This is an optimization exercise on Yosys and OpenROAD, whose aim is small area, a short achievable clock period and few clock cycles, not a production implementation. In this exercise RTL edits were held to simulation tests only and were not proved equivalent to the original.

$ cat design/flow/flow/run.sh
#!/bin/bash
# The standard layout (the standard.sh: ORFS synthesis to final layout),
# with a larger setup margin for ORFS's timing repair so that it also works on
# paths that already meet the clock period, and without gate cloning in that
# repair. All tool output goes to standard.log and ORFS's own logs.
set -euo pipefail
bash standard.sh SETUP_SLACK_MARGIN=6.7 SKIP_GATE_CLONING=1 finish > standard.log 2>&1
$ cat design/flow/standard.sh
#!/bin/bash
# synth_recipe.tcl (not shown) runs the flow's synth.tcl, then flattens the netlist and writes it again
# the make line also repeats each setting of config.mk as NAME=value (left out here)
make -C /OpenROAD-flow-scripts/flow DESIGN_CONFIG=/design/flow/config.mk WORK_HOME=/design/flow/orfs CLKGATE_MAP_FILE= SYNTH_SCRIPT=/design/flow/synth_recipe.tcl "${@:-finish}"
$ cat design/flow/config.mk
export PLATFORM = sky130hd
export DESIGN_NAME = kcpu_core
export DESIGN_NICKNAME = kcpu_core
export VERILOG_FILES = /design/flow/design.v
export SDC_FILE = /design/flow/constraint.sdc
export NUM_CORES = 4
export LEC_CHECK = 0
export CAP_MARGIN = 10
export CORE_MARGIN = 2
export CORE_UTILIZATION = 30
export CTS_BUF_LIST = sky130_fd_sc_hd__clkbuf_8
export CTS_CLUSTER_DIAMETER = 50
export CTS_CLUSTER_SIZE = 20
export PLACE_DENSITY = 0.5
export SLEW_MARGIN = 10
export TNS_END_PERCENT = 20
$ cat design/flow/constraint.sdc
create_clock -name core_clock -period 14.0 [get_ports {clk}]
set_input_delay 2.8000 -clock core_clock [delete_from_list [all_inputs] [get_ports {clk}]]
set_output_delay 2.8000 -clock core_clock [all_outputs]
set_load 0.01 [all_outputs]
$ cat design/flow/design.v
module kcpu_core (
    input  wire        clk,
    input  wire        rst,           
    output reg         mem_req,
    output reg         mem_we,
    output reg  [31:0] mem_addr,
    output reg  [31:0] mem_wdata,
    output reg  [3:0]  mem_wstrb,
    input  wire        mem_gnt,
    input  wire        mem_rvalid,
    input  wire [31:0] mem_rdata,
    output reg         retire,
    output reg  [31:0] retire_pc,
    output reg         fault,
    output reg  [2:0]  fault_code,
    input  wire [3:0]  dbg_idx,
    output wire [31:0] dbg_rdata
);
    localparam [2:0] F_MEM = 3'd1, F_OPC = 3'd2, F_DIV0 = 3'd3, F_IDX = 3'd4;
    localparam [4:0] OP_LOAD = 5'd1, OP_STORE = 5'd2, OP_ADD = 5'd3,
                     OP_SUB = 5'd4, OP_MUL = 5'd5, OP_DIV = 5'd6, OP_OR = 5'd7,
                     OP_AND = 5'd8, OP_XOR = 5'd9, OP_NOT = 5'd10, OP_SHR = 5'd11,
                     OP_SHL = 5'd12, OP_STK = 5'd13, OP_JUMP = 5'd14;
    localparam [2:0] S_RUN  = 3'd0,    
                     S_LD   = 3'd1,    
                     S_ST2  = 3'd2,    
                     S_MUL  = 3'd3,    
                     S_DV1  = 3'd4,    
                     S_DVI  = 3'd5,    
                     S_DVF  = 3'd6,    
                     S_HALT = 3'd7;    
    reg [2:0] st;
    reg [287:0] xr;
    wire [31:0] pc     = xr[287:256];
    wire [31:0] c_val  = xr[95:64];
    wire [31:0] sp_val = xr[223:192];
    reg [31:0] dbg_r;
    integer di;
    always @(*) begin
        dbg_r = 32'd0;
        for (di = 0; di < 9; di = di + 1)
            dbg_r = dbg_r | ({32{dbg_idx == di[3:0]}} & xr[di*32 +: 32]);
    end
    assign dbg_rdata = dbg_r;
    localparam FQN = 4;            
    reg [31:0] fq [0:FQN-1];
    reg [2:0]  fcnt;               
    reg [11:0] fa;                 
    reg [1:0]  tg0, tg1;
    reg [1:0]  qn;                 
    wire [1:0]  off  = pc[1:0];
    wire [10:0] pcw  = pc[12:2];
    reg         irv;
    wire [1:0]  hoff = irv ? off + 2'd2 : off;       
    wire        rsp   = mem_rvalid && (qn != 2'd0);
    wire        rsp_f = rsp && tg0[0];
    wire        rsp_d = rsp && tg0[1];
    wire [31:0] vw1 = (fcnt == 3'd1) ? mem_rdata : fq[1];
    wire [95:0] fw  = {fq[2], vw1, fq[0]};
    reg  [47:0] ains;
    always @(*) begin
        case (hoff)
            2'd0: ains = fw[47:0];
            2'd1: ains = fw[55:8];
            2'd2: ains = fw[63:16];
            default: ains = fw[71:24];
        endcase
    end
    wire avail_q = (hoff == 2'd3) ? (fcnt >= 3'd3) : (fcnt >= 3'd2);
    wire avail   = avail_q || ((hoff != 2'd3) && (fcnt == 3'd1) && rsp_f);
    wire [1:0] kw = hoff[1] ? 2'd2 : 2'd1;    
    wire pc_bad = (pc[31:13] != 19'd0) || (pc[12:0] > 13'd8186);
    wire [4:0]  a_op = ains[4:0];
    wire        a_m  = ains[5];
    wire [1:0]  a_w  = ains[7:6];
    wire [3:0]  a_d  = ains[11:8];
    wire [3:0]  a_s  = ains[15:12];
    wire [31:0] a_imm = ains[47:16];
    wire a_known = (a_op <= OP_JUMP);
    wire a_logic = (a_op >= OP_OR) && (a_op <= OP_SHL);
    wire a_udest = (a_op != 5'd0) && a_known &&
                   !((a_op == OP_NOT) && a_m) && !((a_op == OP_JUMP) && a_m);
    wire a_usrc  = (((a_op == OP_STORE) || (a_op == OP_ADD) || (a_op == OP_SUB)) && !a_m) ||
                   (a_op == OP_MUL) || (a_op == OP_DIV) ||
                   (a_logic && (a_op != OP_NOT) && !a_m);
    wire a_sized = ((a_op == OP_LOAD) || (a_op == OP_STORE) || (a_op == OP_STK)) && a_m;
    reg        a_sf;
    reg [2:0]  a_sc;
    always @(*) begin
        a_sf = 1'b1;
        a_sc = F_OPC;
        if (!a_known)
            a_sc = F_OPC;
        else if ((a_udest && a_d > 4'd8) || (a_usrc && a_s > 4'd8))
            a_sc = F_IDX;
        else if (a_sized && a_w == 2'd3)
            a_sc = F_OPC;
        else
            a_sf = 1'b0;
    end
    wire [2:0] a_n = (a_w == 2'd0) ? 3'd1 : (a_w == 2'd1) ? 3'd2 : 3'd4;
    wire a_immok = (a_imm[31:13] == 19'd0) &&
                   ({1'b0, a_imm[12:0]} + {11'd0, a_n} <= 14'd8192);
    wire a_jimmok = (a_imm[31:13] == 19'd0) && (a_imm[12:0] <= 13'd8186);
    reg [47:0] ir;
    reg        p_ld, p_st, p_add, p_sub, p_mul, p_div, p_logic, p_stk, p_jmp;
    reg        p_shr, p_shl, p_or, p_and, p_xor, p_not;
    reg        p_rd, p_wr, p_simple, p_genwe;
    reg        p_sf;
    reg [2:0]  p_sc;
    reg        p_immok, p_jimmok, p_d2imm;
    reg [8:0]  p_dsel;           
    reg [8:0]  p_ssel;           
    wire        mode   = ir[5];
    wire [1:0]  width  = ir[7:6];
    wire [3:0]  dest   = ir[11:8];
    wire [3:0]  src    = ir[15:12];
    wire [31:0] imm    = ir[47:16];
    reg [31:0] rd_val, rs_val;
    integer ri;
    always @(*) begin
        rd_val = 32'd0;
        rs_val = 32'd0;
        for (ri = 0; ri < 9; ri = ri + 1) begin
            rd_val = rd_val | ({32{p_dsel[ri]}} & xr[ri*32 +: 32]);
            rs_val = rs_val | ({32{p_ssel[ri]}} & xr[ri*32 +: 32]);
        end
    end
    wire is_push = p_stk && mode;
    wire is_pop  = p_stk && !mode;
    wire [31:0] sp_dec = sp_val - 32'd4;
    wire [31:0] opb    = mode ? imm : rs_val;
    wire [2:0]  nbytes = is_pop ? 3'd4 : (width == 2'd0) ? 3'd1 : (width == 2'd1) ? 3'd2 : 3'd4;
    wire [1:0]  doff   = p_stk ? sp_val[1:0] : imm[1:0];
    wire        d2_sp  = mode ? ((width == 2'd0) ? 1'b0 :
                                 (width == 2'd1) ? (sp_val[1:0] == 2'd3) : (sp_val[1:0] != 2'd0))
                              : (sp_val[1:0] != 2'd0);
    wire        d2     = p_stk ? d2_sp : p_d2imm;
    wire [10:0] spw    = sp_val[12:2];
    wire [10:0] immw   = imm[12:2];
    wire [10:0] spw_m1 = spw - 11'd1;
    wire [10:0] spw_p1 = spw + 11'd1;
    wire [10:0] immw_p1 = immw + 11'd1;
    wire [10:0] dw0    = is_push ? spw : is_pop ? spw_m1 : immw;
    wire [10:0] dw1    = is_push ? spw_p1 : is_pop ? spw : immw_p1;
    wire        push_ok = (sp_val[31:13] == 19'd0) &&
                          ({1'b0, sp_val[12:0]} + {11'd0, nbytes} <= 14'd8192);
    wire        pop_ok  = (sp_val[31:2] != 30'd0) && (sp_val <= 32'd8192);
    wire        daddr_ok = is_push ? push_ok : is_pop ? pop_ok : p_immok;
    wire [31:0] jtarget = mode ? imm : rd_val;
    wire        jt_ok   = mode ? p_jimmok :
                          ((rd_val[31:13] == 19'd0) && (rd_val[12:0] <= 13'd8186));
    reg         jtaken;
    always @(*) begin
        case (width)
            2'd0: jtaken = (c_val == 32'd0);
            2'd1: jtaken = !c_val[31];
            2'd2: jtaken = c_val[31];
            default: jtaken = 1'b1;
        endcase
    end
    wire        div0 = p_div && (rs_val == 32'd0);
    wire        memf = ((p_rd || p_wr) && !daddr_ok) || (p_jmp && !jt_ok);
    wire        exec_fault = p_sf || div0 || memf;
    wire [2:0]  exec_code  = p_sf ? p_sc : div0 ? F_DIV0 : F_MEM;
    wire        wr_fault   = p_sf || (!daddr_ok);
    wire        sub     = !p_add;
    reg  [31:0] dr;
    reg  [31:0] dd;
    reg  [31:0] dq;
    reg  [4:0]  dcnt;
    reg         qneg, rneg;
    function [31:0] rev32(input [31:0] v);
        integer k;
        for (k = 0; k < 32; k = k + 1) rev32[k] = v[31 - k];
    endfunction
    wire [5:0]  zr, zd;
    wire [6:0]  dsh = {1'b0, zd} - {1'b0, zr};    
    wire        in_dv1 = (st == S_DV1);
    wire [31:0] sh_in  = in_dv1 ? dd : p_shr ? rev32(rd_val) : rd_val;
    wire [4:0]  sh_amt = in_dv1 ? dsh[4:0] : opb[4:0];
    wire [31:0] sh_out = sh_in << sh_amt;
    wire        sh_big = (opb[31:5] != 27'd0);
    wire [31:0] logic_res =
        ({32{p_or}}  & (rd_val | opb)) |
        ({32{p_and}} & (rd_val & opb)) |
        ({32{p_xor}} & (rd_val ^ opb)) |
        ({32{p_not}} & ~(mode ? imm : rd_val)) |
        ({32{p_shr && !sh_big}} & rev32(sh_out)) |
        ({32{p_shl && !sh_big}} & sh_out);
    reg  [2:0] mcnt;
    function [2:0] topdig(input [31:0] v);
        integer k;
        begin
            topdig = 3'd0;
            for (k = 1; k < 8; k = k + 1)
                if (v[k*4 +: 4] != 4'd0) topdig = k[2:0];
        end
    endfunction
    wire [2:0]  ta = topdig(rd_val);
    wire [2:0]  tb = topdig(rs_val);
    wire        mswap = (ta < tb);
    reg  [3:0]  nib;                           
    wire [2:0]  mnext = mcnt - 3'd1;
    wire [31:0] mplier = mswap ? rd_val : rs_val;
    wire [2:0]  mtopd  = mswap ? ta : tb;
    wire [31:0] pp0  = {dr[27:0], 4'd0};
    wire [31:0] pp1  = nib[0] ? dd : 32'd0;
    wire [31:0] pp2  = nib[1] ? {dd[30:0], 1'b0} : 32'd0;
    wire [31:0] pp3  = nib[2] ? {dd[29:0], 2'b0} : 32'd0;
    wire [31:0] pp4  = nib[3] ? {dd[28:0], 3'b0} : 32'd0;
    wire [31:0] s1 = pp0 ^ pp1 ^ pp2;
    wire [31:0] c1 = {((pp0 & pp1) | (pp0 & pp2) | (pp1 & pp2)), 1'b0};
    wire [31:0] s2 = pp3 ^ pp4 ^ s1;
    wire [31:0] c2 = {((pp3 & pp4) | (pp3 & s1) | (pp4 & s1)), 1'b0};
    wire [31:0] s3 = c1 ^ s2 ^ c2;
    wire [31:0] c3 = {((c1 & s2) | (c1 & c2) | (s2 & c2)), 1'b0};
    function [5:0] clz32(input [31:0] v);
        reg z16, z8, z4, z2, z1;
        reg [15:0] v16;
        reg [7:0]  v8;
        reg [3:0]  v4;
        reg [1:0]  v2;
        begin
            z16 = (v[31:16] == 16'd0);
            v16 = z16 ? v[15:0] : v[31:16];
            z8  = (v16[15:8] == 8'd0);
            v8  = z8 ? v16[7:0] : v16[15:8];
            z4  = (v8[7:4] == 4'd0);
            v4  = z4 ? v8[3:0] : v8[7:4];
            z2  = (v4[3:2] == 2'd0);
            v2  = z2 ? v4[1:0] : v4[3:2];
            z1  = !v2[1];
            clz32 = (v == 32'd0) ? 6'd32 : {1'b0, z16, z8, z4, z2, z1};
        end
    endfunction
    assign zr = clz32(dr);
    assign zd = clz32(dd);
    wire        in_dvf = (st == S_DVF);
    wire [31:0] ng2_in = in_dvf ? dq : rs_val;
    wire        ng2_en = in_dvf ? qneg : (mode && rs_val[31]);
    wire [31:0] ng2    = ng2_en ? (32'd0 - ng2_in) : ng2_in;
    wire        nneg = mode && rd_val[31];
    reg  [31:0] add_a, add_b;
    reg         add_c;
    always @(*) begin
        case (st)
            S_MUL: begin add_a = s3; add_b = c3; add_c = 1'b0; end
            S_DV1, S_DVI: begin add_a = dr; add_b = ~dd; add_c = 1'b1; end
            S_DVF: begin add_a = dr ^ {32{rneg}}; add_b = 32'd0; add_c = rneg; end
            default: begin
                if (p_div) begin
                    add_a = rd_val ^ {32{nneg}}; add_b = 32'd0; add_c = nneg;
                end else begin
                    add_a = rd_val; add_b = opb ^ {32{sub}}; add_c = sub;
                end
            end
        endcase
    end
    wire [32:0] add_s  = {1'b0, add_a} + {1'b0, add_b} + {32'd0, add_c};
    wire [31:0] addsub = add_s[31:0];
    wire [31:0] mprod  = add_s[31:0];
    wire        dbit   = add_s[32];
    reg  [1:0] li;           
    reg        lr;           
    wire [31:0] ld_lo = d2 ? dd : mem_rdata;
    wire [63:0] ld_sh = {mem_rdata, ld_lo} >> {doff, 3'b000};
    wire [31:0] ld_data = (nbytes == 3'd1) ? {24'd0, ld_sh[7:0]} :
                          (nbytes == 3'd2) ? {16'd0, ld_sh[15:0]} : ld_sh[31:0];
    wire [63:0] st_lane = {32'd0, rd_val} << {doff, 3'b000};
    wire [3:0]  st_mask = (nbytes == 3'd1) ? 4'b0001 : (nbytes == 3'd2) ? 4'b0011 : 4'b1111;
    wire [7:0]  st_strb = {4'd0, st_mask} << doff;
    wire [10:0] sdiff   = dw0 - pcw;
    wire        st_hit  = (sdiff[10:3] == 8'd0) || (sdiff == 11'h7FF);
    wire run   = (st == S_RUN);
    wire go    = run && !pc_bad && irv;
    wire exok  = go && !exec_fault;
    wire qfree = (qn != 2'd2);
    wire ex_rd0  = go && p_rd && qfree;
    wire ex_rd1  = (st == S_LD) && d2 && (li == 2'd1) && qfree;
    wire ex_wr0  = go && p_wr && !wr_fault;
    wire ex_wr1  = (st == S_ST2);
    wire ex_jmp  = go && p_jmp && jtaken && qfree;
    wire ex_bus  = ex_rd0 || ex_rd1 || ex_wr0 || ex_wr1 || ex_jmp;
    wire ld_last = rsp_d && (!d2 || lr);
    reg  done;
    always @(*) begin
        case (st)
            S_RUN:  done = exok && (p_simple || (p_wr && !d2 && mem_gnt));
            S_LD:   done = ld_last;
            S_ST2:  done = mem_gnt;
            S_MUL:  done = (mcnt == 3'd0);
            S_DV1:  done = dsh[6];             
            S_DVF:  done = 1'b1;
            default: done = 1'b0;
        endcase
    end
    reg [31:0] gen_data;
    always @(*) begin
        if (p_ld && !mode)        gen_data = imm;
        else if (p_ld || is_pop)  gen_data = ld_data;
        else if (p_st)            gen_data = rs_val;
        else                      gen_data = addsub;
    end
    wire [31:0] e_data = in_dv1 ? rd_val : add_s[31:0];
    wire [31:0] f_data = in_dv1 ? 32'd0 : ng2;
    wire        jmp_tk = p_jmp && jtaken;
    wire        ip_gen = p_genwe && p_dsel[8];
    wire [31:0] npc    = pc + 32'd6;
    wire        flush  = done && (jmp_tk || ip_gen || (p_wr && st_hit));
    wire [31:0] newpc  = jmp_tk ? jtarget : ip_gen ? gen_data : npc;
    wire        ld_ir = avail && (!irv || done) && !flush;
    wire        cons_early = avail_q && (!irv || (run && p_simple && !jmp_tk));
    wire [1:0]  nfv = {1'b0, tg0[0] && (qn != 2'd0)} + {1'b0, tg1[0] && (qn == 2'd2)};
    wire [3:0]  fill = {1'b0, fcnt} + {2'b0, nfv};
    wire        space = cons_early ? (fill < FQN + {2'b0, kw}) : (fill < FQN);
    wire        f_req = (st != S_HALT) && !fa[11] && qfree && space &&
                        !(sel_jmp || sel_d0 || sel_d1);
    wire sel_jmp = run && irv && p_jmp && jtaken;
    wire sel_d0  = run && irv && (p_rd || p_wr);
    wire sel_d1  = ((st == S_LD) && d2 && (li == 2'd1)) || (st == S_ST2);
    always @(*) begin
        mem_req   = ex_bus || f_req;
        mem_we    = ex_wr0 || ex_wr1;
        mem_wdata = ex_wr1 ? st_lane[63:32] : st_lane[31:0];
        mem_wstrb = ex_wr1 ? st_strb[7:4] : st_strb[3:0];
        mem_addr  = {19'd0,
                     ({11{sel_jmp}} & jtarget[12:2]) |
                     ({11{sel_d0}} & dw0) |
                     ({11{sel_d1}} & dw1) |
                     ({11{!(sel_jmp || sel_d0 || sel_d1)}} & fa[10:0]),
                     2'b00};
    end
    wire acc   = mem_req && mem_gnt;
    wire push  = acc && !mem_we;
    wire [1:0] push_tag = (ex_rd0 || ex_rd1) ? 2'b10 : {1'b0, !(flush && !ex_jmp)};
    integer i;
    always @(posedge clk) begin
        if (rst) begin
            st     <= S_RUN;
            xr     <= 288'd0;
            fault  <= 1'b0;
            retire <= 1'b0;
            fcnt   <= 3'd0;
            irv    <= 1'b0;
            fa     <= 12'd0;
            qn     <= 2'd0;
        end else begin
            retire <= done;
            if (done) retire_pc <= pc;
            begin : tags
                reg [1:0] t0, t1;
                reg [1:0] n;
                t0 = tg0; t1 = tg1; n = qn;
                if (flush) begin t0[0] = 1'b0; t1[0] = 1'b0; end
                if (rsp) begin t0 = t1; n = n - 2'd1; end
                if (push) begin
                    if (n == 2'd0) t0 = push_tag; else t1 = push_tag;
                    n = n + 2'd1;
                end
                tg0 <= t0; tg1 <= t1; qn <= n;
            end
            if (flush) begin
                fcnt <= 3'd0;
                irv  <= 1'b0;
                fa   <= {1'b0, newpc[12:2]} + {11'd0, push && ex_jmp};
            end else begin : fq_upd
                reg [2:0] k;
                integer j;
                k = ld_ir ? {1'b0, kw} : 3'd0;
                if (ld_ir) irv <= 1'b1; else if (done) irv <= 1'b0;
                for (j = 0; j < FQN; j = j + 1) begin
                    if (rsp_f && fcnt + 3'd0 == j + k) fq[j] <= mem_rdata;
                    else if (k == 3'd1 && j + 1 < FQN) fq[j] <= fq[j+1];
                    else if (k == 3'd2 && j + 2 < FQN) fq[j] <= fq[j+2];
                end
                fcnt <= fcnt + {2'b0, rsp_f && (fcnt < FQN + k)} - k;
                fa   <= fa + {11'd0, push && !ex_bus};
            end
            if (ld_ir) begin
                ir       <= ains;
                p_ld     <= (a_op == OP_LOAD);
                p_st     <= (a_op == OP_STORE);
                p_add    <= (a_op == OP_ADD);
                p_sub    <= (a_op == OP_SUB);
                p_mul    <= (a_op == OP_MUL);
                p_div    <= (a_op == OP_DIV);
                p_logic  <= a_logic;
                p_or     <= (a_op == OP_OR);
                p_and    <= (a_op == OP_AND);
                p_xor    <= (a_op == OP_XOR);
                p_not    <= (a_op == OP_NOT);
                p_shr    <= (a_op == OP_SHR);
                p_shl    <= (a_op == OP_SHL);
                p_stk    <= (a_op == OP_STK);
                p_jmp    <= (a_op == OP_JUMP);
                p_rd     <= ((a_op == OP_LOAD) && a_m) || ((a_op == OP_STK) && !a_m);
                p_wr     <= ((a_op == OP_STORE) && a_m) || ((a_op == OP_STK) && a_m);
                p_simple <= !(((a_op == OP_LOAD) && a_m) || (a_op == OP_STK) ||
                              ((a_op == OP_STORE) && a_m) ||
                              (a_op == OP_MUL) || (a_op == OP_DIV));
                p_genwe  <= (a_op == OP_LOAD) || ((a_op == OP_STORE) && !a_m) ||
                            (a_op == OP_ADD) || (a_op == OP_SUB) ||
                            ((a_op == OP_STK) && !a_m);
                p_sf     <= a_sf;
                p_sc     <= a_sc;
                p_immok  <= a_immok;
                p_jimmok <= a_jimmok;
                p_d2imm  <= ({1'b0, a_imm[1:0]} + a_n) > 3'd4;
                for (i = 0; i < 9; i = i + 1)
                    p_dsel[i] <= (a_d == i[3:0]);
                for (i = 0; i < 9; i = i + 1)
                    p_ssel[i] <= (a_s == i[3:0]);
            end
            case (st)
                S_RUN: begin
                    if (pc_bad) begin
                        fault <= 1'b1; fault_code <= F_MEM; st <= S_HALT;
                    end else if (irv) begin
                        if (exec_fault) begin
                            fault <= 1'b1; fault_code <= exec_code; st <= S_HALT;
                        end else if (p_rd) begin
                            if (push) begin li <= 2'd1; lr <= 1'b0; st <= S_LD; end
                        end else if (p_wr) begin
                            if (mem_gnt && d2) st <= S_ST2;
                        end else if (p_mul) begin
                            dr   <= 32'd0;
                            dd   <= mswap ? rs_val : rd_val;
                            dq   <= mswap ? rd_val : rs_val;
                            mcnt <= mtopd;
                            nib  <= mplier[{mtopd, 2'b00} +: 4];
                            st   <= S_MUL;
                        end else if (p_div) begin
                            dr <= add_s[31:0]; dd <= ng2;
                            rneg <= mode && rd_val[31];
                            qneg <= mode && (rd_val[31] ^ rs_val[31]);
                            st <= S_DV1;
                        end
                    end
                end
                S_LD: begin
                    if (ex_rd1 && mem_gnt) li <= 2'd2;
                    if (rsp_d) begin
                        lr <= 1'b1;
                        dd <= mem_rdata;
                        if (ld_last) st <= S_RUN;
                    end
                end
                S_ST2: if (mem_gnt) st <= S_RUN;
                S_MUL: begin
                    dr <= mprod; mcnt <= mnext;
                    nib <= dq[{mnext, 2'b00} +: 4];
                    if (mcnt == 3'd0) st <= S_RUN;
                end
                S_DV1: begin
                    if (dsh == 7'd0) begin
                        if (dbit) dr <= add_s[31:0];
                        dq <= {31'd0, dbit};
                        st <= S_DVF;
                    end else begin
                        dd <= sh_out; dq <= 32'd0; dcnt <= dsh[4:0];
                        st <= dsh[6] ? S_RUN : S_DVI;
                    end
                end
                S_DVI: begin
                    if (dbit) dr <= add_s[31:0];
                    dq <= {dq[30:0], dbit};
                    dd <= {1'b0, dd[31:1]};
                    dcnt <= dcnt - 5'd1;
                    if (dcnt == 5'd0) st <= S_DVF;
                end
                S_DVF: st <= S_RUN;
                default: ;
            endcase
            if (done) begin
                if (p_stk)             xr[223:192] <= sp_dec;
                if (p_logic)           xr[95:64]   <= logic_res;
                if (p_mul || p_div)    xr[159:128] <= e_data;
                if (p_div)             xr[191:160] <= f_data;
                xr[287:256] <= newpc;
                if (p_genwe)
                    for (i = 0; i < 9; i = i + 1)
                        if (p_dsel[i]) xr[i*32 +: 32] <= gen_data;
            end
        end
    end
endmodule
==> metrics.md, run 1 <==
| Metric | Value |
|---|---|
| Cells after synthesis | 7279 |
| Yosys warnings | 2 |
| Top cell type by total area after synthesis | edfxtp_1 |
| Total GRT Usage | 39.8% |
| TritonCTS buffer count | 112 |
| Post-synth EDFFs | 357 |
| Io pins | 179 |
| Initial Util | 30.1% |
| Routing usage on met2 | 54.5% |
| Hold buffer count at cts | 0 |
| Grt peak-use layer | met2 |
| Slew margin rel. | -5.24% |
| Total Wirelength | 409 mm |
| Largest net degree at the start of global routing | 195 |
| Max clock buf depth | 3 |
| Grt total ovfl | 0 |
| Die area | 197000 um^2 |
| Gpl congestion | 1.13 |
| CTS tree | built |
| Post-Place Cell Area | 63100 um^2 |
| RR Endpoint | xr[281] |
| CTS root buffer | clkbuf_8 |
| Fin nets | 7615 |
| Share of the synthesized area in the top cell type | 18.5% |
| Final hold vios | 0 |
| Die Span Y | 444 um |
| Routed Antenna Nets | 0 |
| Fin Hold WS | 0.485 ns |
| Run status | failed layout checks |
| Cell area after synthesis | 58000 um^2 |
| R2r startpoint | p_ssel[2] |
| Vias per cell | 6.79 |
| Top_reg_cell synth | edfxtp_1 |
| Reg2reg path depth | 22 |
| R2R Setup Slk | 6.23 ns |
| Hold path startpoint | fault |
| Number of distinct library cells after synthesis | 98 |
| Final Cell Area | 67800 um^2 |
| Post-Layout Cell Count | 9998 |
| CP max FO | 33 |
| Fail Reasons | max-capacitance violations, max-slew violations |
| Area grow syn2layout | 17.0% |
| Seq/Total Area, Yosys | 29.2% |
| Layout cell share with drive strength beyond 1 | 14.2% |
| Worst Max-Slew Pin Slew | 1.57 ns |
| Clock skew | 0.103 ns |
| Max Cap Viol | 1 |
| Setup Viol. Count Final | 0 |
| Initial DRC Count | 12500 |
| Fmax | 129 MHz |
| Syn Area/Cell | 7.97 um^2 |
| Drt drc | 0 |
| Clock transition at the registers of the reported paths | 0.09 ns |
| M1 GR Usage | 48.6% |
| Detailed-route via count | 67900 |
| Met3 Use GR | 16.3% |
| Crit start category | flip-flop |
| Vias in the first global route | 62100 |
| Row count | 161 |
| First-pass GRT wire length | 543 mm |
| Placed Cells | 9648 |
| Pre-antenna DRT Iters | 12 |
| #FFs+latches synth | 668 |
| Crit Path Class | flip-flop to flip-flop |
| Later-pin clock latency in the skew report | 0.99 ns |
| Min cycle time layout | 7.77 ns |
| Final Max Tran Viols | 11 |
| Antenna violations before repair | 74 |
| Min-Delay Path Class | flip-flop to flip-flop |
| Synth area leaders | edfxtp_1 (18%), dfxtp_1 (11%), nor2_1 (5.4%), mux2i_1 (5.2%), nand2_1 (5.1%) |
| WP data required | 14.77 ns |
| WL/cell | 40.9 um |
| Clk sinks | 668 |
| Post-DP HPWL | 300 mm |
| Setup tns final | 0 ns |
| RSZ-0062 raised after global routing | yes |
| Tcrit/Tclk final | 55.5% |
| CP Capture Type | flip-flop |
| Async SR Flop Fraction | 0% |
| Core area | 192000 um^2 |
| WHS Path Cells | 1 |
| Crit path DAT | 8.54 ns |
| Max H-tree Level | 3 |
| Number of I/O port buffers | 157 |
| Die Wd | 444 um |
| Hold EP | fault |
worst max-delay path, cell delays in order, from the launching register on:
cell	delay (ns)
edfxtp_1	0.38
buf_4	0.31
a222oi_1	0.41
nand3_1	0.12
a221o_1	0.27
buf_4	0.24
o21ai_0	0.69
xor2_1	0.28
nand2_1	0.24
o221ai_1	0.17
ha_1	0.41
a21oi_1	0.61
a21oi_1	0.24
o211a_1	0.36
a31o_2	0.35
and3_1	0.21
a31o_2	0.25
xnor2_1	0.15
buf_4	0.23
o21a_1	0.99
o21ai_0	0.32
nor2_1	0.19
nor3_1	0.06
cells in the mapped netlist (all sizes together) (14+ instances only):
library cell / instances
or3: 31
nor2b: 34
buf: 172
nor3: 198
o2111ai: 14
nand4: 38
o221ai: 53
a21o: 56
nor4: 61
o21a: 22
edfxtp: 357
or2: 42
a2111oi: 17
dfxtp: 311
inv: 210
o211ai: 99
xnor2: 141
nor2: 844
a22oi: 215
a22o: 97
a31oi: 40
and3: 57
o31ai: 55
fa: 91
a311oi: 14
clkbuf: 522
o22ai: 81
a221oi: 89
a211oi: 189
a21oi: 514
xor2: 91
mux2i: 303
o21ai: 476
nand2b: 65
mux2: 104
nand3: 177
mux4: 18
ha: 148
a222oi: 114
a221o: 30
nand2: 791
and2: 95
placed cells by master, fill, tap and decap left out, types with 62 or more instances in the layout:
master and n:
nand2_1 788, a221oi_1 77, edfxtp_1 357, dfxtp_1 302
o22ai_1 80, xnor2_1 136, mux2_2 75, clkdlybuf4s50_1 119
clkbuf_8 119, a21oi_1 503, a22oi_1 215, a211oi_1 186
and2_1 92, fa_1 90, buf_4 400, o211ai_1 98
nand2b_1 62, nor2_1 813, ha_1 146, a222oi_1 114
xor2_1 88, a22o_1 97, nand3_1 166, o21ai_0 425
inv_1 205, mux2i_1 298, nor3_1 186
registers in the layout (all words and copies together), names as in the netlist, 2 cells and up:
signal / count
ir: 35
qn: 2
fcnt: 3
fault_code: 3
dd: 32
li: 2
st: 3
p_dsel: 9
p_ssel: 9
xr: 288
mcnt: 3
dr: 32
fa: 12
fq: 128
p_sc: 2
tg0: 2
dq: 32
dcnt: 5
tg1: 2
nib: 4
retire_pc: 32
kinds of logic (layout without fill, tap and decap cells):
family          count (synthesis)  after routing  share of synthesized area (%)
simple gates                 2488           2488                           19.3
compound gates               2317           2317                           27.2
buf+inv                       909           1045                           6.34
flops                         668            668                           29.2
mux                           425            425                           8.14
fa+ha+maj                     239            239                           6.33
xor+xnor                      232            232                           3.50
other cells                     1             58                        0.00647
repair_timing:
item,in CTS,in global routing
gates resized for setup,221,58
endpoints found under the setup margin,607,572
setup buffers,75,25
gates cloned,0,0
pin swaps,24,14
how the worst max path moves through the flow:
stage,slack (ns),to,cells after the start,startpoint
final,6.23,xr[281],22,p_ssel[2]
after CTS,6.46,xr[270],23,p_dsel[1]
after global placement,3.83,fq[1][29],31,dr[24]
after global routing,6.32,fcnt[2],38,dr[29]
after detailed placement,4.01,fq[1][14],31,dr[24]
after floorplan,6.22,dr[0],26,ir[5]
metal layers:
layer,up-vias,share of wire (%)
met5,-,0.11
met2,5936,39
met4,44,10
met3,1627,14
met1,33200,37
li1,27100,-
layout make-up:
class	count	area, um^2
inverter	215	815
timing repair buffer	617	5590
fill	20100	125000
multi-input combinational	5722	38400
clock buffer	119	1640
sequential	668	17000
antenna	37	92.6
clock inverter	94	1160
tap	2526	3160
stage by stage:
stage | worst slack [ns] | util, %
2_1_floorplan | 6.22 | -
3_3_place_gp | 3.83 | 32.8
3_5_place_dp | 4.01 | 32.8
4_1_cts | 6.46 | 35.0
5_1_grt | 6.32 | 35.2
6_report | 6.23 | 35.3
Testbench counts, summed over its fixed seeds: cycles 34,035.
==> run 2: changes to the inputs <==
--- a/design/flow/design.v
+++ b/design/flow/design.v
@@ -44,3 +44,3 @@
     assign dbg_rdata = dbg_r;
-    localparam FQN = 4;            
+    localparam FQN = 3;            
     reg [31:0] fq [0:FQN-1];
--- a/design/flow/flow/run.sh
+++ b/design/flow/flow/run.sh
@@ -6,2 +6,2 @@
 set -euo pipefail
-bash standard.sh SETUP_SLACK_MARGIN=6.7 SKIP_GATE_CLONING=1 finish > standard.log 2>&1
+bash standard.sh SETUP_SLACK_MARGIN=7 SKIP_GATE_CLONING=1 finish > standard.log 2>&1
==> design/flow/config.mk (replaced) <==
export PLATFORM = sky130hd
export DESIGN_NAME = kcpu_core
export DESIGN_NICKNAME = kcpu_core
export VERILOG_FILES = /design/flow/design.v
export SDC_FILE = /design/flow/constraint.sdc
export NUM_CORES = 4
export LEC_CHECK = 0
export CAP_MARGIN = 40
export CORE_MARGIN = 2
export CORE_UTILIZATION = 34
export PLACE_DENSITY = 0.55
export SLEW_MARGIN = 40
==> metrics.md, run 2 <==
| Metric | Value |
|---|---|
| Max H-tree Level | 3 |
| Max clock buf depth | 3 |
| Core area | 165000 um^2 |
| Place WS | 5.16 ns |
| Final hold vios | 0 |
| Pre-antenna DRT Iters | 15 |
| Min cycle time layout | 7.24 ns |
| #FFs+latches synth | 636 |
| Post-Layout Cell Count | 9608 |
| Hold EP | fault |
| Most common cell after layout, fill and taps aside | nand2_1 |
| Detailed-route via count | 69200 |
| CP max FO | 65 |
| List of most frequent post-synthesis cells | nand2_1 (839), nor2_1 (744), clkbuf_1 (516) |
| CP Launch Point | p_ssel[1] |
| RSZ-0062 raised after global routing | yes |
| Layout cell share with drive strength beyond 1 | 15.9% |
| Syn Area/Cell | 7.84 um^2 |
| Post-synth EDFFs | 325 |
| Antenna violations before repair | 56 |
| Number of distinct library cells after synthesis | 102 |
| Yosys warnings | 2 |
| Reg2reg path depth | 15 |
| R2r startpoint | p_ssel[1] |
| Die Span Y | 412 um |
| Max FFs per register | 288 |
| Initial Util | 34.3% |
| Crit start category | flip-flop |
| Grt total ovfl | 0 |
| Drt drc | 0 |
| Largest reg by FF count | xr |
| Io pins | 179 |
| Die Wd | 412 um |
| Hold path startpoint | fault |
| # fillers | 16800 |
| Setup Viol. Count Final | 0 |
| Placed Cells | 9255 |
| Clk sinks | 636 |
| Largest net degree at the start of global routing | 184 |
| Area grow syn2layout | 19.0% |
| Tcrit/Tclk final | 51.7% |
| Most common cell in the netlist | nand2_1 |
| Top flop regs | xr x288, fq x96, ir x35 |
| Routed Antenna Nets | 0 |
| Fmax | 138 MHz |
| R2R Setup Slk | 6.76 ns |
| Commonest non-fill, non-tap cells in the layout | nand2_1 (828), nor2_1 (713), a21oi_1 (485) |
| CTS tree | built |
| Worst Max-Slew Pin Slew | 1.04 ns |
| Crit Path Class | flip-flop to flip-flop |
| First-pass GRT wire length | 562 mm |
| Synth area leaders | edfxtp_1 (17%), dfxtp_1 (11%), nand2_1 (5.6%), nor2_1 (4.9%), a21oi_1 (4.5%) |
| TritonCTS buffer count | 83 |
| Vias in the first global route | 61700 |
| Cell area after synthesis | 56500 um^2 |
| Number of I/O port buffers | 157 |
| Clock skew | 0.0537 ns |
| Async SR Flop Fraction | 0% |
| Final core utilization | 40.8% |
| Worst Slack Setup Final | 6.76 ns |
| Run status | finished clean |
| Max Cap Viol | 0 |
| CTS root buffer | clkbuf_16 |
| Top cell type by total area after synthesis | edfxtp_1 |
| Row count | 149 |
| Share of the synthesized area in the top cell type | 17.3% |
| Die area | 170000 um^2 |
| Post-DP HPWL | 312 mm |
| CP Capture Type | flip-flop |
| RR Endpoint | dd[11] |
| Final Max Tran Viols | 0 |
| Total Wirelength | 426 mm |
| Slew margin rel. | 30.2% |
| WL/cell | 44.3 um |
| Gpl congestion | 1.19 |
| Clock transition at the registers of the reported paths | 0.06 ns |
| Seq/Total Area, Yosys | 28.3% |
| WP data required | 14.56 ns |
| Later-pin clock latency in the skew report | 0.77 ns |
| Initial DRC Count | 13700 |
| WHS Path Cells | 1 |
| Fin nets | 7580 |
| Cells after synthesis | 7210 |
| Min-Delay Path Class | flip-flop to flip-flop |
| Total GRT Usage | 48.4% |
| Vias per cell | 7.20 |
| Crit path DAT | 7.80 ns |
| Setup tns final | 0 ns |
| Top_reg_cell synth | edfxtp_1 |
run 2: changes by cell type after synthesis, sizes merged, moves of 27 or more:
cell / previous run / this run
a211oi: 189 / 249
a21o: 56 / 26
a221oi: 89 / 62
a22o: 97 / 70
a31oi: 40 / 76
edfxtp: 357 / 325
mux2i: 303 / 248
nand2: 791 / 840
nand3: 177 / 237
nor2: 844 / 757
o21ai: 476 / 447
o31ai: 55 / 24
run 2: worst max path at each step:
stage / to / slack, ns / depth (start not counted)
final: dd[11] / 6.76 / 15
after floorplan: dbg_rdata[30] / 6.99 / 7
after CTS: dbg_rdata[8] / 6.79 / 10
after global placement: dbg_rdata[0] / 4.90 / 9
after detailed placement: dbg_rdata[0] / 5.16 / 9
after global routing: dbg_rdata[14] / 6.73 / 10
run 2: area by class of cell:
type / count / area [um^2] / share of cell area [%]
timing repair buffer: 678 / 6110 / 9.08
clock inverter: 37 / 510 / 0.759
sequential: 636 / 16000 / 23.8
antenna: 52 / 130 / 0.193
clock buffer: 114 / 2300 / 3.43
tap: 2189 / 2740 / 4.07
multi-input combinational: 5673 / 38600 / 57.4
inverter: 229 / 870 / 1.29
run 2: worst max-delay path: stages, from the launching register on:
cell	delay, ns
edfxtp_1	0.37
buf_4	0.30
a222oi_1	0.53
nand3_1	0.51
or2_0	0.73
or4_1	0.64
nand2b_1	0.21
a31oi_1	0.55
ha_1	0.23
inv_1	0.05
a211o_1	0.44
nand2_2	0.50
buf_6	0.56
o21ai_0	0.15
a21oi_1	0.78
o32a_1	0.39
run 2: stage by stage:
step / hold WS, ns / area (um^2)
2_1_floorplan: 0.406 / 56900
3_3_place_gp: 0.449 / 61400
3_5_place_dp: 0.452 / 61900
4_1_cts: 0.464 / 66100
5_1_grt: 0.467 / 67100
6_report: 0.463 / 67300
run 2: cell families (layout without fill, tap and decap cells):
logic type	count (synthesis)	after routing	share of synthesized area, %
AND/OR/NAND/NOR	2504	2504	20.3
buffers and inverters	921	1058	6.63
flip-flops	636	636	28.3
multiplexers	375	375	7.10
adder cells (fa/ha/maj)	239	239	6.50
AO/OA/AOI/OAI	2310	2310	27.8
other	1	73	0.00663
XOR/XNOR	224	224	3.47
run 2: what timing repair did:
item	4_1_cts	5_1_grt
pin swaps	39	69
resized for setup	315	105
setup endpoints to repair	620	421
hold buffers	0	0
buffers inserted	90	56
run 2: metal layers:
metal  track usage, %  share of wire, %
met4             39.6                10
met1             58.0                36
met2             65.5                39
met3             22.0                15
met5            0.989             0.087
Testbench counts of run 2, summed over its fixed seeds: cycles 34,893.
==> run 3: changes to the inputs <==
--- a/design/flow/config.mk
+++ b/design/flow/config.mk
@@ -12 +12,2 @@
 export SLEW_MARGIN = 40
+export TNS_END_PERCENT = 20
==> metrics.md, run 3 <==
| Metric | Value |
|---|---|
| Run status | finished clean |
| Tcrit/Tclk final | 52.4% |
| Post-synthesis simple-gate area fraction | 20.3% |
| Final Max Tran Viols | 0 |
| Number of I/O port buffers | 157 |
| Final hold vios | 0 |
| Synth Area in Adders | 6.50% |
| Routed Antenna Nets | 0 |
| Die Wd | 412 um |
| CTS root buffer | clkbuf_16 |
| Yosys warnings | 2 |
| Commonest non-fill, non-tap cells in the layout | nand2_1 (827), nor2_1 (709), buf_4 (485) |
| Final Cell Area | 67700 um^2 |
| Clock transition at the registers of the reported paths | 0.06 ns |
| #FFs+latches synth | 636 |
| List of most frequent post-synthesis cells | nand2_1 (839), nor2_1 (744), clkbuf_1 (516) |
| Layout cell share with drive strength beyond 1 | 16.3% |
| Max H-tree Level | 3 |
| WL/cell | 45.9 um |
| Met3 Use GR | 21.8% |
| Core area | 165000 um^2 |
| Largest family of logic cells by synthesized area | compound AO/OA/AOI/OAI gates |
| Crit Path Class | input pin to output pin |
| Grt peak-use layer | met2 |
| Initial Util | 34.3% |
| Seq/Total Area, Yosys | 28.3% |
| Row count | 149 |
| Most common cell in the netlist | nand2_1 |
| Largest net degree at the start of global routing | 136 |
| Number of distinct library cells after synthesis | 102 |
| Crit path DAT | 4.54 ns |
| Hold buffer count at cts | 0 |
| M1 GR Usage | 59.9% |
| Vias per cell | 7.27 |
| Min-Delay Path Class | flip-flop to flip-flop |
| TritonCTS buffer count | 83 |
| # fillers | 16900 |
| Post-Place Cell Area | 62100 um^2 |
| CP max FO | 16 |
| Vias in the first global route | 63000 |
| Complex-gate fraction of the synthesized area | 27.8% |
| Post-DP HPWL | 323 mm |
| Cell area after synthesis | 56500 um^2 |
| Drt drc | 0 |
| Fmax | 136 MHz |
| Top flop regs | xr x288, fq x96, ir x35 |
| Slew margin rel. | 28.3% |
| Area grow syn2layout | 19.8% |
| Cells after synthesis | 7210 |
| Die Span Y | 412 um |
| Crit start category | input pin |
| CP Capture Type | output pin |
| Post-synth EDFFs | 325 |
| Detailed-route via count | 70000 |
| Die area | 170000 um^2 |
| Routing usage on met2 | 68.6% |
| CTS tree | built |
| Top_reg_cell synth | edfxtp_1 |
| Fin nets | 7619 |
| Largest reg by FF count | xr |
| Synth Area in XOR/XNOR | 3.47% |
| Pre-antenna DRT Iters | 17 |
| Max FFs per register | 288 |
| Clock skew | 0.0621 ns |
| Antenna violations before repair | 64 |
| First-pass GRT wire length | 579 mm |
| RSZ-0062 raised after global routing | yes |
| Gpl congestion | 1.15 |
| Io pins | 179 |
| Grt total ovfl | 0 |
| Later-pin clock latency in the skew report | 0.77 ns |
| Worst Slack Setup Final | 6.66 ns |
| RR Endpoint | dd[9] |
| WP data required | 11.20 ns |
| Synth area leaders | edfxtp_1 (17%), dfxtp_1 (11%), nand2_1 (5.6%), nor2_1 (4.9%), a21oi_1 (4.5%) |
| R2R Setup Slk | 6.67 ns |
| Max clock buf depth | 3 |
| CP Capture Point | dbg_rdata[28] |
| Share of the synthesized area in the top cell type | 17.3% |
| Top cell type by total area after synthesis | edfxtp_1 |
| Reg2reg path depth | 15 |
| Clk sinks | 636 |
| Mux contribution to synthesized area | 7.10% |
| Most common cell after layout, fill and taps aside | nand2_1 |
| Min cycle time layout | 7.34 ns |
| Initial DRC Count | 13400 |
| Setup Viol. Count Final | 0 |
| Worst Max-Slew Pin Slew | 1.07 ns |
| Async SR Flop Fraction | 0% |
| CP Launch Point | dbg_idx[0] |
| Total GRT Usage | 50.0% |
| Final core utilization | 41.1% |
| Max Cap Viol | 0 |
| Syn Area/Cell | 7.84 um^2 |
| Setup tns final | 0 ns |
| Total Wirelength | 442 mm |
| R2r startpoint | p_ssel[1] |
| Place WS | 5.04 ns |
[run 3: cell types whose count changed in the layout (fill, tap and decap cells not counted), moves of 12 or more]
cell	change
buf_2	-14
buf_4	+50
buf_6	-19
buf_8	+12
diode_2	-18
o21ai_0	+18
o21ai_1	-22
[run 3: worst min path at each step]
stage | startpoint | slack [ns] | to | cells after the start
final | fault | 0.45 | fault | 1
after global routing | fault | 0.47 | fault | 1
after CTS | fault | 0.46 | fault | 1
after detailed placement | fault | 0.44 | fault | 1
after global placement | fault | 0.44 | fault | 1
after floorplan | xr[256] | 0.41 | retire_pc[0] | 0
[run 3: cell families (layout without fill, tap and decap cells)]
family / Yosys count / count (layout)
compound gates: 2310 / 2310
xor+xnor: 224 / 224
fa+ha+maj: 239 / 239
buf+inv: 921 / 1098
flops: 636 / 636
mux: 375 / 375
other cells: 1 / 55
simple gates: 2504 / 2504
[run 3: worst max-delay path: stages]
cell             delay (ns)
buf_16                 0.12
nand2_2                0.09
nor3_2                 0.06
buf_12                 0.16
buf_16                 0.18
a222oi_1               0.43
nand3_1                0.12
a221o_1                0.29
clkdlybuf4s15_1        0.27
[run 3: layout make-up]
class	count	area, um^2	area share, %
flip-flops and latches	636	16000	23.6
repair buffers	717	6520	9.62
clock inverters	45	666	0.983
multi-input cells	5673	38500	56.9
clock buffers	107	2310	3.40
inverters	229	880	1.30
diodes	34	85.1	0.126
well taps	2189	2740	4.04
[run 3: what timing repair did]
item	in CTS	in global routing
pin swaps	43	43
endpoints found under the setup margin	680	566
buffers inserted	104	52
gates resized for setup	272	105
endpoints found under the hold margin	0	0
[run 3: through the flow]
| stage | hold WS, ns | cells |
|---|---|---|
| global route | 0.472 | 9599 |
| CTS | 0.457 | 9544 |
| global placement | 0.438 | 9271 |
| finish | 0.453 | 9630 |
| detailed placement | 0.444 | 9288 |
| floorplan | 0.406 | 7230 |
[run 3: layer usage]
layer | up-vias | wire length (um)
li1 | 27100 | -
met1 | 34400 | 158000
met2 | 6631 | 171000
met3 | 1944 | 66000
met4 | 36 | 46300
met5 | - | 889
==> run 4: changes to the inputs <==
--- a/design/flow/config.mk
+++ b/design/flow/config.mk
@@ -10,2 +10,5 @@
 export CORE_UTILIZATION = 34
+export CTS_BUF_LIST = sky130_fd_sc_hd__clkbuf_8
+export CTS_CLUSTER_DIAMETER = 40
+export CTS_CLUSTER_SIZE = 16
 export PLACE_DENSITY = 0.55
==> metrics.md, run 4 <==
| Metric | Value |
|---|---|
| Run status | finished clean |
| Crit start category | flip-flop |
| CP Launch Point | p_ssel[1] |
| Vias in the first global route | 63400 |
| Crit-path slowest cell | a31oi_1 |
| Post-synth EDFFs | 325 |
| Largest net degree at the start of global routing | 136 |
| RSZ-0062 raised after global routing | yes |
| Min cycle time layout | 7.40 ns |
| Detailed-route via count | 70700 |
| Io pins | 179 |
| Largest family of logic cells by synthesized area | compound AO/OA/AOI/OAI gates |
| Hold buffer count at cts | 0 |
| Worst Slack Setup Final | 6.60 ns |
| Cell area after synthesis | 56500 um^2 |
| Number of distinct library cells after synthesis | 102 |
| Hold path startpoint | fault |
| Initial Util | 34.3% |
| Tcrit/Tclk final | 52.9% |
| Commonest non-fill, non-tap cells in the layout | nand2_1 (830), nor2_1 (707), a21oi_1 (480) |
| Total Wirelength | 443 mm |
| Placed Cells | 9288 |
| Clock transition at the registers of the reported paths | 0.07 ns |
| Reg2reg path depth | 15 |
| Total GRT Usage | 50.3% |
| Setup tns final | 0 ns |
| CP max FO | 57 |
| Synth Area in XOR/XNOR | 3.47% |
| Most common cell after layout, fill and taps aside | nand2_1 |
| CTS root buffer | clkbuf_8 |
| Clk sinks | 636 |
| Die Span Y | 412 um |
| Final Max Tran Viols | 0 |
| Max clock buf depth | 3 |
| Core area | 165000 um^2 |
| Post-DP HPWL | 323 mm |
| Top flop regs | xr x288, fq x96, ir x35 |
| Crit path largest cell delay | 0.83 ns |
| Top cell type by total area after synthesis | edfxtp_1 |
| Synth Area in Adders | 6.50% |
| Crit path DAT | 8.10 ns |
| Max H-tree Level | 4 |
| Synth area leaders | edfxtp_1 (17%), dfxtp_1 (11%), nand2_1 (5.6%), nor2_1 (4.9%), a21oi_1 (4.5%) |
| #FFs+latches synth | 636 |
| Stages on the worst setup path | 15 |
| Layout cell share with drive strength beyond 1 | 17.1% |
| Async SR Flop Fraction | 0% |
| Most common cell in the netlist | nand2_1 |
| Fin nets | 7645 |
| Gpl congestion | 1.15 |
| Complex-gate fraction of the synthesized area | 27.8% |
| Die area | 170000 um^2 |
| Seq/Total Area, Yosys | 28.3% |
| Die Wd | 412 um |
| Crit-path cells | buf_4, a222oi_1, nand3_2, or2_0, or4_1, nand2b_1, a31oi_1, ha_1, inv_1, a211o_1, nand2_2, buf_6, nand2_1, a31oi_1, a21oi_1 |
| Critical path's most frequent cell | a31oi_1 |
| Number of I/O port buffers | 157 |
| Top_reg_cell synth | edfxtp_1 |
| Max Cap Viol | 0 |
| Antenna violations before repair | 64 |
| CTS tree | built |
| Cells after synthesis | 7210 |
| Yosys warnings | 2 |
| Crit Path Class | flip-flop to flip-flop |
| Min-Delay Path Class | flip-flop to flip-flop |
| WHS Path Cells | 1 |
| WP data required | 14.69 ns |
| Setup Viol. Count Final | 0 |
| Slew margin rel. | 25.3% |
| Worst path bufs/invs | 3 |
| Drt drc | 0 |
| WL/cell | 45.5 um |
| Fmax | 135 MHz |
| Later-pin clock latency in the skew report | 1.02 ns |
| First-pass GRT wire length | 581 mm |
| Place WS | 5.04 ns |
| Vias per cell | 7.27 |
| R2r startpoint | p_ssel[1] |
| Pre-antenna DRT Iters | 13 |
| Final hold vios | 0 |
| Max FFs per register | 288 |
| Area grow syn2layout | 19.9% |
| Share of the synthesized area in the top cell type | 17.3% |
| Syn Area/Cell | 7.84 um^2 |
| Mux contribution to synthesized area | 7.10% |
| Post-synthesis simple-gate area fraction | 20.3% |
| Grt total ovfl | 0 |
| Clock skew | 0.0666 ns |
| Cell family with most CP delay | compound AO/OA/AOI/OAI gates |
| Routed Antenna Nets | 0 |
| Post-Layout Cell Count | 9723 |
| Worst Max-Slew Pin Slew | 1.11 ns |
| List of most frequent post-synthesis cells | nand2_1 (839), nor2_1 (744), clkbuf_1 (516) |
| Initial DRC Count | 13400 |
| CP Capture Type | flip-flop |
| Row count | 149 |
| Largest reg by FF count | xr |
| Fin Hold WS | 0.455 ns |
| TritonCTS buffer count | 140 |
[run 4: through the flow]
| stage | utilization [%] | area (um^2) |
|---|---|---|
| after global routing | 41.0 | 67600 |
| after detailed placement | 37.7 | 62100 |
| after CTS | 40.6 | 67000 |
| after global placement | 37.3 | 61600 |
| after floorplan | - | 56800 |
| final | 41.1 | 67800 |
[run 4: final timing paths]
path,endpoint,slack (ns)
setup / recovery,dd[8],6.60
hold / removal,fault,0.45
setup reg to reg,dd[8],6.60
hold reg to reg,fault,0.45
[run 4: area by class of cell]
class	instances	area [um^2]
Antenna cell	51	128
Tap cell	2189	2740
Timing Repair Buffer	686	6340
Clock buffer	150	2060
Inverter	229	878
Clock inverter	109	1090
Multi-Input combinational cell	5673	38500
Sequential cell	636	16000
Fill cell	17000	97200
[run 4: logic make-up (layout without fill, tap and decap cells)]
family,Yosys count,after routing
and+or+nand+nor,2504,2504
AOI/OAI and AO/OA,2310,2310
buffers and inverters,921,1174
DFF,636,636
muxes,375,375
adders and majority gates,239,239
xor gates and xnor gates,224,224
other,1,72
[run 4: metal layers]
layer | global-route usage (%) | part of all wire, % | up-vias | routed length, um
met5 | 2.29 | 0.20 | - | 878
met4 | 41.8 | 10 | 46 | 46100
met3 | 23.5 | 15 | 2043 | 65900
met2 | 68.3 | 39 | 6634 | 171000
met1 | 59.5 | 36 | 34800 | 158000
li1 | - | - | 27200 | -
[run 4: repair_timing]
action / in CTS / in global routing
pin swaps: 54 / 30
buffers inserted: 103 / 22
endpoints found under the setup margin: 672 / 489
gates resized for setup: 312 / 85
[run 4: worst reg2reg max path, cell delays in order (launching register included)]
cell	delay [ns]
edfxtp_1	0.37
buf_4	0.31
a222oi_1	0.72
nand3_2	0.64
or2_0	0.68
or4_1	0.60
nand2b_1	0.22
a31oi_1	0.66
ha_1	0.25
inv_1	0.05
a211o_1	0.44
nand2_2	0.51
buf_6	0.52
nand2_1	0.14
a31oi_1	0.83
a21oi_1	0.16
==> run 5: changes to the inputs <==
==> design/flow/config.mk (replaced) <==
export PLATFORM = sky130hd
export DESIGN_NAME = kcpu_core
export DESIGN_NICKNAME = kcpu_core
export VERILOG_FILES = /design/flow/design.v
export SDC_FILE = /design/flow/constraint.sdc
export NUM_CORES = 4
export LEC_CHECK = 0
export CAP_MARGIN = 40
export CORE_MARGIN = 2
export CORE_UTILIZATION = 37
export PLACE_DENSITY = 0.6
export SLEW_MARGIN = 40
==> metrics.md, run 5 <==
| Metric | Value |
|---|---|
| Run status | finished clean |
| Most common cell after layout, fill and taps aside | nand2_1 |
| Min-Delay Path Class | flip-flop to flip-flop |
| Vias in the first global route | 62400 |
| Worst path bufs/invs | 5 |
| Cells after synthesis | 7210 |
| First-pass GRT wire length | 569 mm |
| CTS root buffer | clkbuf_16 |
| Clock skew | 0.0295 ns |
| Slew margin rel. | 27.7% |
| Placed Cells | 9106 |
| Clock transition at the registers of the reported paths | 0.06 ns |
| Worst Slack Setup Final | 6.71 ns |
| Core area | 152000 um^2 |
| Post-Place Cell Area | 61700 um^2 |
| Die Span Y | 395 um |
| Antenna violations before repair | 64 |
| Largest net degree at the start of global routing | 167 |
| Drt drc | 0 |
| Initial DRC Count | 13200 |
| Pre-antenna DRT Iters | 17 |
| Place WS | 4.95 ns |
| Area grow syn2layout | 20.2% |
| Commonest non-fill, non-tap cells in the layout | nand2_1 (827), nor2_1 (713), a21oi_1 (486) |
| Max Cap Viol | 0 |
| Crit path largest cell delay | 0.35 ns |
| Total Wirelength | 433 mm |
| Crit Path Class | input pin to output pin |
| Fin nets | 7629 |
| Clk sinks | 636 |
| Layout cell share with drive strength beyond 1 | 16.8% |
| RSZ-0062 raised after global routing | yes |
| Share of the synthesized area in the top cell type | 17.3% |
| Setup tns final | 0 ns |
| Stages on the worst setup path | 10 |
| Die area | 156000 um^2 |
| Crit-path cells | buf_16, nand2b_4, buf_6, nor3_4, buf_12, buf_12, a222oi_1, nand3_1, a221o_1, buf_2 |
| Grt total ovfl | 0 |
| Critical path's most frequent cell | buf_12 |
| # fillers | 15200 |
| Top cell type by total area after synthesis | edfxtp_1 |
| CP Capture Type | output pin |
| Max FFs per register | 288 |
| Worst Max-Slew Pin Slew | 1.07 ns |
| Post-synth EDFFs | 325 |
| Max clock buf depth | 3 |
| Number of distinct library cells after synthesis | 102 |
| Crit path DAT | 4.49 ns |
| Reg2reg path depth | 37 |
| TritonCTS buffer count | 81 |
| Later-pin clock latency in the skew report | 0.76 ns |
| Top flop regs | xr x288, fq x96, ir x35 |
| Seq/Total Area, Yosys | 28.3% |
| CP max FO | 7 |
| Cell area after synthesis | 56500 um^2 |
| CTS tree | built |
| Gpl congestion | 1.16 |
| Most common cell in the netlist | nand2_1 |
| Yosys warnings | 2 |
| Cell family with most CP delay | buffers and inverters |
| Number of I/O port buffers | 157 |
| Vias per cell | 7.32 |
| Final Cell Area | 67900 um^2 |
| Syn Area/Cell | 7.84 um^2 |
| Final hold vios | 0 |
| Final Max Tran Viols | 0 |
| Detailed-route via count | 69500 |
| Row count | 143 |
| Io pins | 179 |
| Post-DP HPWL | 313 mm |
| #FFs+latches synth | 636 |
| Synth area leaders | edfxtp_1 (17%), dfxtp_1 (11%), nand2_1 (5.6%), nor2_1 (4.9%), a21oi_1 (4.5%) |
| Crit start category | input pin |
| WL/cell | 45.6 um |
| Crit-path slowest cell | a221o_1 |
| Initial Util | 37.2% |
| Fmax | 137 MHz |
| Largest reg by FF count | xr |
| R2R Setup Slk | 6.92 ns |
| Die Wd | 395 um |
| List of most frequent post-synthesis cells | nand2_1 (839), nor2_1 (744), clkbuf_1 (516) |
| Post-Layout Cell Count | 9493 |
| Routed Antenna Nets | 0 |
| Total GRT Usage | 53.2% |
| Tcrit/Tclk final | 52.1% |
| Max H-tree Level | 3 |
| Min cycle time layout | 7.29 ns |
| Top_reg_cell synth | edfxtp_1 |
| Async SR Flop Fraction | 0% |
| Setup Viol. Count Final | 0 |
| WP data required | 11.20 ns |
| WHS Path Cells | 1 |
==> run 5: cell types whose count changed in the layout (fill, tap and decap cells not counted), sizes merged <==
cell,delta
bufbuf,-2
inv,-41
clkinv,-4
clkbuf,-50
diode,-3
dlymetal6s2s,+1
clkinvlp,-13
bufinv,+1
buf,+53
dlygate4sd2,-8
clkdlybuf4s15,-4
clkdlybuf4s50,-1
==> run 5: worst register-to-register path: cells and delay by family, from the launching register on <==
family	cells	cell delay (ns)
compound gates	15	2.57
xor+xnor	2	0.35
fa+ha+maj	7	1.83
buf+inv	7	0.63
flops	1	0.37
simple gates	6	1.17
==> run 5: final timing paths <==
| kind | start | end |
|---|---|---|
| hold / removal | fault | fault |
| setup / recovery | dbg_idx[1] | dbg_rdata[3] |
| hold reg to reg | fault | fault |
| setup reg to reg | dd[21] | fcnt[2] |
==> run 5: cells by family after synthesis <==
group / after synthesis / synth area share [%]
mux: 375 / 7.10
other cells: 1 / 0.00663
buf+inv: 921 / 6.63
xor+xnor: 224 / 3.47
simple gates: 2504 / 20.3
flops: 636 / 28.3
compound gates: 2310 / 27.8
fa+ha+maj: 239 / 6.50
==> run 5: cell type report <==
| class | instances | area, um^2 | area share (%) |
|---|---|---|---|
| Antenna cell | 48 | 120 | 0.177 |
| Clock buffer | 96 | 2170 | 3.19 |
| Clock inverter | 52 | 666 | 0.980 |
| Inverter | 229 | 887 | 1.31 |
| Multi-Input combinational cell | 5673 | 38800 | 57.1 |
| Sequential cell | 636 | 16000 | 23.6 |
| Tap cell | 2030 | 2540 | 3.74 |
| Timing Repair Buffer | 729 | 6760 | 9.95 |
==> run 5: timing repair <==
action                     CTS  global route
pin swaps                   66            96
setup buffers               92            94
resized for setup          319           178
setup endpoints to repair  697           319
hold endpoints to repair     0             0
hold buffers                 0             0
==> run 5: through the flow <==
step,utilization [%],hold slack [ns]
finish,44.7,0.456
global route,44.6,0.475
CTS,43.5,0.457
detailed placement,40.6,0.443
global placement,40.3,0.450
floorplan,-,0.406
==> run 5: layer usage <==
metal / share of wire [%] / GRT usage (%) / wire length [um] / up-vias
met2: 37 / 69.6 / 162000 / 6547
met3: 15 / 26.5 / 66100 / 2055
li1: - / - / - / 27100
met4: 11 / 46.8 / 49100 / 60
met5: 0.43 / 3.97 / 1880 / -
met1: 35 / 63.0 / 153000 / 33700
==> run 6: changes to the inputs <==
--- a/design/flow/flow/run.sh
+++ b/design/flow/flow/run.sh
@@ -6,2 +6,2 @@
 set -euo pipefail
-bash standard.sh SETUP_SLACK_MARGIN=7 SKIP_GATE_CLONING=1 finish > standard.log 2>&1
+bash standard.sh SETUP_SLACK_MARGIN=7.3 SKIP_GATE_CLONING=1 finish > standard.log 2>&1
--- a/design/flow/config.mk
+++ b/design/flow/config.mk
@@ -9,4 +9,4 @@
 export CORE_MARGIN = 2
-export CORE_UTILIZATION = 37
-export PLACE_DENSITY = 0.6
+export CORE_UTILIZATION = 34
+export PLACE_DENSITY = 0.55
 export SLEW_MARGIN = 40
==> metrics.md, run 6 <==
| Metric | Value |
|---|---|
| Run status | finished clean |
| Share of the synthesized area in the top cell type | 17.3% |
| Drt drc | 0 |
| Later-pin clock latency in the skew report | 0.77 ns |
| Commonest non-fill, non-tap cells in the layout | nand2_1 (822), nor2_1 (696), buf_4 (499) |
| Crit Path Class | input pin to output pin |
| Post-DP HPWL | 330 mm |
| Die Wd | 412 um |
| Worst path bufs/invs | 6 |
| Row count | 149 |
| Most common cell in the netlist | nand2_1 |
| Clock skew | 0.0488 ns |
| Tcrit/Tclk final | 52.5% |
| Routed Antenna Nets | 0 |
| #FFs+latches synth | 636 |
| Number of I/O port buffers | 157 |
| Setup Viol. Count Final | 0 |
| Pre-antenna DRT Iters | 19 |
| Clock transition at the registers of the reported paths | 0.06 ns |
| CTS tree | built |
| Min cycle time layout | 7.35 ns |
| Synth area leaders | edfxtp_1 (17%), dfxtp_1 (11%), nand2_1 (5.6%), nor2_1 (4.9%), a21oi_1 (4.5%) |
| Crit start category | input pin |
| Metal1 wirelength | 165 mm |
| Top Layer Used | met5 |
| Setup tns final | 0 ns |
| Antenna violations before repair | 67 |
| Die Span Y | 412 um |
| Max FFs per register | 288 |
| Worst Max-Slew Pin Slew | 1.06 ns |
| Cells after synthesis | 7210 |
| CP max FO | 14 |
| # fillers | 16600 |
| Register area | 16000 um^2 |
| Syn Area/Cell | 7.84 um^2 |
| Crit-path cells | buf_6, buf_12, nand2b_4, buf_6, nor3_4, buf_12, buf_16, a22oi_2, nand2_1, a221oi_2, o21ai_1, buf_2 |
| Crit-path slowest cell | a221oi_2 |
| CTS root buffer | clkbuf_16 |
| TritonCTS buffer count | 84 |
| Top_reg_cell synth | edfxtp_1 |
| Die area | 170000 um^2 |
| Metal3 WL | 68.8 mm |
| Hold buffer count at cts | 0 |
| List of most frequent post-synthesis cells | nand2_1 (839), nor2_1 (744), clkbuf_1 (516) |
| Final Max Tran Viols | 0 |
| Top cell type by total area after synthesis | edfxtp_1 |
| WP data required | 11.20 ns |
| Fin nets | 7735 |
| Max Cap Viol | 0 |
| Grt total ovfl | 0 |
| Slew margin rel. | 28.8% |
| Final Cell Area | 70300 um^2 |
| Number of distinct library cells after synthesis | 102 |
| Core area | 165000 um^2 |
| Vias in the first global route | 63200 |
| Reg2reg path depth | 37 |
| Largest net degree at the start of global routing | 108 |
| Largest reg by FF count | xr |
| Cell area after synthesis | 56500 um^2 |
| Crit path DAT | 4.55 ns |
| Gpl congestion | 1.12 |
| Fmax | 136 MHz |
| Top flop regs | xr x288, fq x96, ir x35 |
| Post-synth EDFFs | 325 |
| Seq/Total Area, Yosys | 28.3% |
| Crit path largest cell delay | 0.32 ns |
| Io pins | 179 |
## run 6: cell types whose count changed in the layout (fill, tap and decap cells not counted), moves of 14 or more
cell and change:
buf_12 +42, buf_6 +28, mux2_4 +28, mux2_1 -26, buf_4 +24, nor2_1 -17, mux2i_1 -15, a21oi_1 -14
## run 6: what timing repair did
item,4_1_cts,5_1_grt
endpoints found under the setup margin,730,530
setup buffers,145,108
pin swaps,81,96
gates resized for setup,430,298
hold endpoints to repair,0,0
## run 6: final cells by class
cell class                      instances  share of cell area [%]
Antenna cell                           55                   0.196
Clock buffer                          113                    3.30
Clock inverter                         43                   0.792
Inverter                              229                    1.28
Multi-Input combinational cell       5673                    56.2
Sequential cell                       636                    22.8
Tap cell                             2189                    3.90
Timing Repair Buffer                  832                    11.6
## run 6: per-layer routing
| metal | vias to the layer above | global-route usage, % |
|---|---|---|
| li1 | 27400 | - |
| met5 | - | 2.26 |
| met3 | 1962 | 24.8 |
| met1 | 34800 | 61.8 |
| met4 | 40 | 42.2 |
| met2 | 6380 | 70.3 |
## run 6: kinds of logic (layout without fill, tap and decap cells)
logic type	count (synthesis)	after routing	share of synthesized area, %
other cells	1	76	0.00663
xor+xnor	224	224	3.47
flops	636	636	28.3
buf+inv	921	1217	6.63
mux	375	375	7.10
compound gates	2310	2310	27.8
simple gates	2504	2504	20.3
fa+ha+maj	239	239	6.50
## run 6: stage by stage
stage	instances	utilization, %	hold slack [ns]	setup WS, ns
after floorplan	7230	-	0.406	7.25
after global placement	9288	37.5	0.438	4.60
after detailed placement	9303	37.8	0.449	4.90
after CTS	9604	41.1	0.463	6.69
after global routing	9731	42.6	0.484	6.61
final	9770	42.6	0.459	6.65
## run 6: path summary, 6_finish.rpt
kind	startpoint	to	slack [ns]
max	dbg_idx[0]	dbg_rdata[13]	6.65
max reg2reg	dd[24]	fcnt[2]	6.89
min	fault	fault	0.46
min reg2reg	fault	fault	0.46

[what the ideal ports hide]
The flow's constraints put no driver on any port. The routed layouts listed below were extracted and timed again, unchanged, in two steps.
Step 1, drivers: a clkbuf_16 drives clk and a buf_2 each remaining input, both assumed.
Step 2 adds t to the input delays and takes it off the output delays; t is the mean of the earliest and latest rising clock arrival at the registers after step 1. Input paths then give back, and output paths get back, about the clock's delay inside the block.
Three values: ideal ports, drivers, drivers and shift; two values: the first two.
| run | shift t [ns] | slack for setup (ns) | hold WS [ns] | slew at the worst register clock pin (ns) | cell pins on the clock port's net |
|---|---|---|---|---|---|
| run 1 | 1.031 | 6.228 / 6.188 / 6.228 | 0.485 / 0.485 / 0.485 | 0.10 / 0.10 | 1 |
| run 2 | 0.838 | 6.761 / 6.688 / 6.688 | 0.463 / 0.463 / 0.463 | 0.08 / 0.08 | 1 |
| run 3 | 0.828 | 6.659 / 6.577 / 6.577 | 0.453 / 0.453 / 0.453 | 0.08 / 0.08 | 1 |
| run 4 | 1.068 | 6.598 / 6.598 / 6.598 | 0.455 / 0.455 / 0.455 | 0.08 / 0.08 | 1 |
| run 5 | 0.841 | 6.706 / 6.615 / 6.307 | 0.456 / 0.456 / 0.456 | 0.07 / 0.07 | 1 |
| run 6 | 0.837 | 6.654 / 6.609 / 6.609 | 0.459 / 0.459 / 0.459 | 0.09 / 0.09 | 1 |
For run 5, which loses most, drivers alone change the setup slack by -0.091 ns; drivers and shift together by -0.399 ns.
